From an optimization exercise on the open Yosys and OpenROAD flow, aimed at small area; shortcuts taken in it are not production practice.
Power and IR drop assume default switching activity.

Design speden_display, start of the top module:
module speden_display (
  input  wire        clk,
  input  wire        rst,
  input  wire        cmd_valid,
  output wire        cmd_ready,
  input  wire [2:0]  cmd,
  input  wire [15:0] score,
  input  wire        high_score,
  output reg  [5:0]  src_addr,
  input  wire [7:0]  src_data,
  output wire        done,
  output wire [1:0]  status,
  output reg         ovf,
  output reg         irq_hold,
  output wire        sdi,
  output wire        sck,
  output wire        rck,
  output wire        clr,
  output wire        oe
);
For scale: ~1000 cells after synthesis, ~230 flip-flops.
make LEC_CHECK=0 ABC_AREA=1 CAP_MARGIN=20 CORE_MARGIN=2 CORE_UTILIZATION=40 CTS_BUF_LIST=sky130_fd_sc_hd__clkbuf_4 SLEW_MARGIN=20 finish   # period 15.0 ns
run.sh (not shown) runs the stock make flow with config.mk's settings and CLKGATE_MAP_FILE= SYNTH_SCRIPT=/design/flow/synth_recipe.tcl, a recipe that flattens the netlist after the stock synthesis.
Change:
ABC_AREA = default   (was 1)
CTS_BUF_LIST = default   (was sky130_fd_sc_hd__clkbuf_4)
Worst hold slack gains 0.0043 ns.
Worst setup slack gets worse by 0.28 ns.
Count of clock-buffer cells in the layout decreases by 49.
Final area is about the same.
Fmax decreases by a few percent.
Die area falls slightly.
Core utilization is higher by 0.27 points.
Power is higher by a few percent.
First-iteration DRC count fell by a few percent.
No run of this note included a check of the RTL's function; only the layout flow was run.

========
## v22
Another version of the RTL of speden_display (not shown whole).
Size in the first run: ~830 cells after synthesis, about 230 flip-flops, roughly 48 I/O pins.
Settings: LEC_CHECK=0, CAP_MARGIN=20, CORE_MARGIN=2, CORE_UTILIZATION=65, CTS_BUF_LIST=sky130_fd_sc_hd__clkbuf_16, CTS_CLUSTER_DIAMETER=60, CTS_CLUSTER_SIZE=30, SLEW_MARGIN=20; clock period 15.0 ns.
v22 ended with every stage complete and zero timing, DRC or antenna violations.
Modified inputs, v5 compared to v22
Settings: CTS_BUF_LIST removed (was sky130_fd_sc_hd__clkbuf_16); CTS_CLUSTER_DIAMETER removed (was 60); CTS_CLUSTER_SIZE removed (was 30).
==> comparison <==
Between v22 and v5, sequential share of layout area decreased.
Of the two values seen for startpoint of the worst setup timing path, state[2]$_SDFFE_PP1P_ was produced by v5 and state[3]$_SDFFE_PP1P_ by v22.
Area added between synthesis and finish is lower on v22
Power: v5 draws more than v22
What v22 reported for pin count of the biggest net entering global routing has to be multiplied by 0.839 to get the figure for v5.
The sequential power of v22 and that of v5 are within noise of each other.
Going from v22 to v5, wire length after detailed routing grows by about 6%.
Inputs modified between v5 and v43:
Settings: swapping 65 for 60 in CORE_UTILIZATION.
==> flow/flow/run.sh (new file) <==
#!/bin/bash
# Own layout flow: the standard synthesis, its combinational logic re-mapped for area
# (registers untouched), then the standard ORFS flow with 1x port buffers and a lighter
# clock tree. Each tool's output goes to a log file of its own in this folder.
set -euo pipefail
W=$(pwd)
R=$W/orfs/results/$FLOW_PLATFORM/speden_display/base
# 1. standard synthesis, netlist only
bash standard.sh $R/1_2_yosys.v > $W/log_1_synth.txt 2>&1
cp $R/1_2_yosys.v $W/netlist_standard.v
# 2. area re-mapping of the gates between the registers
bash flow/remap.sh $W/netlist_standard.v $W/netlist_remap.v flow/area.abc > $W/log_2_remap.txt 2>&1
cp $W/netlist_remap.v $R/1_2_yosys.v
touch $R/1_2_yosys.v
# 3. the rest of the standard flow
bash standard.sh \
  "BUFFER_PORTS_ARGS=-buffer_cell sky130_fd_sc_hd__buf_1" \
  "CTS_ARGS=$(cat flow/cts_args.txt)" \
  finish > $W/log_3_layout.txt 2>&1
test -f $W/out/final.def
==> flow/flow/area.abc (new file) <==
strash
&get -n
&fraig -x
&put
scorr
dc2
strash
&get -n
&dch -f
&nf -R 1000
&put
==> flow/flow/cts_args.txt (new file) <==
-sink_clustering_enable -repair_clock_nets -dont_use_dummy_load -sink_clustering_size 20 -sink_clustering_max_diameter 60 -buf_list {sky130_fd_sc_hd__clkbuf_8 sky130_fd_sc_hd__clkbuf_16}
==> flow/flow/remap.sh (new file) <==
#!/bin/bash
# remap.sh IN.v OUT.v ABC_SCRIPT
# Re-maps the combinational logic of the standard synthesis netlist for area with ABC.
# Every register instance keeps its name and cell type; only the gates between them change.
set -euo pipefail
LIB=$FLOW_HOME/platforms/sky130hd/lib/sky130_fd_sc_hd__tt_025C_1v80.lib
IN=$1; OUT=$2; ABCS=$3
DU=""
for c in $(sed -n '/^export DONT_USE_CELLS/,/^$/p' $FLOW_HOME/platforms/sky130hd/config.mk | tr -d '\\' | grep -o 'sky130_fd_sc_hd__[A-Za-z0-9_]*'); do
  DU="$DU -dont_use $c"
done
cat > remap.ys <<EOT
read_liberty -ignore_miss_func $LIB
read_verilog $IN
hierarchy -top $FLOW_TOP
setattr -mod -set keep_hierarchy 1 sky130_fd_sc_hd__df* sky130_fd_sc_hd__edf* sky130_fd_sc_hd__sdf* sky130_fd_sc_hd__sedf* sky130_fd_sc_hd__dl* sky130_fd_sc_hd__conb_1
flatten
opt_clean -purge
stat -liberty $LIB
abc -liberty $LIB $DU -script $ABCS
opt_clean -purge
hilomap -singleton -hicell sky130_fd_sc_hd__conb_1 HI -locell sky130_fd_sc_hd__conb_1 LO
splitnets
opt_clean -purge
insbuf -buf sky130_fd_sc_hd__buf_4 A X
rename -hide w:*.*
select $FLOW_TOP
stat -liberty $LIB
write_verilog -noattr -nohex -nodec -selected $OUT
EOT
Y=$FLOW_HOME/../tools/install/yosys/bin/yosys
[[ -x $Y ]] || Y=yosys
$Y -s remap.ys
==> flow/standard.sh (new file) <==
#!/bin/bash
# synth_recipe.tcl (not shown) runs the flow's synth.tcl, then flattens the netlist and writes it again
# the make line also repeats each setting of config.mk as NAME=value (left out here)
make -C /OpenROAD-flow-scripts/flow DESIGN_CONFIG=/design/flow/config.mk WORK_HOME=/design/flow/orfs CLKGATE_MAP_FILE= SYNTH_SCRIPT=/design/flow/synth_recipe.tcl "${@:-finish}"
removed: flow/run.sh
==> comparison <==
In the reports for v5 and v43, the smaller critical path depth belongs to v5. Cell area after synthesis: v43 better than v5. Core utilization, v5 and v43: higher on v5. Number of clock buffers in the layout for v43 is lower than for v5. Summary — die area, v43 relative to v5: lower, by 370 µm². Re data-path buffer share of cell area in the final layout: v5 and v43 aren't equal, and the lower value belongs to v43. Overall power of the completed layout: v5 and v43 compared, higher one is v5. Final design area excluding fillers improves in v43 relative to v5. Looking only at share of final-layout standard cells stronger than drive strength 1, and setting everything else aside, the higher value of v5 and v43 goes to v5.
Function was not checked in any run of this note: the RTL went through the layout flow alone.

## re-timing with driven ports
How much do the figures lean on ideal ports? The routed layouts below were timed once more, with nothing changed but the port constraints. Step 1, drivers: a clkbuf_16 drives clk and a buf_2 each remaining input, both assumed. Step 2, shift: input delay + t, output delay - t, t = (earliest + latest rising clock arrival at the registers) / 2. This alone moves slack from input paths to output paths. a / b / c = ideal / step 1 / step 2; a / b = the first two.
run | t, ns | setup slack, ns | worst register clock-pin slew, ns | worst slew at a driven data input, ns
the first run of note 1 | 0.700 | 8.614 / 8.572 / 9.128 | 0.08 / 0.08 | 0.04
the second run of note 1 | 0.567 | 8.336 / 8.292 / 8.858 | 0.07 / 0.07 | 0.04
v22 | 0.532 | 8.635 / 8.592 / 8.974 | 0.11 / 0.11 | 0.05
v5 | 0.548 | 8.620 / 8.578 / 9.126 | 0.07 / 0.07 | 0.06
v43 | 0.494 | 8.773 / 8.732 / 9.226 | 0.08 / 0.08 | 0.05
After both steps setup and hold are still met in every run listed.
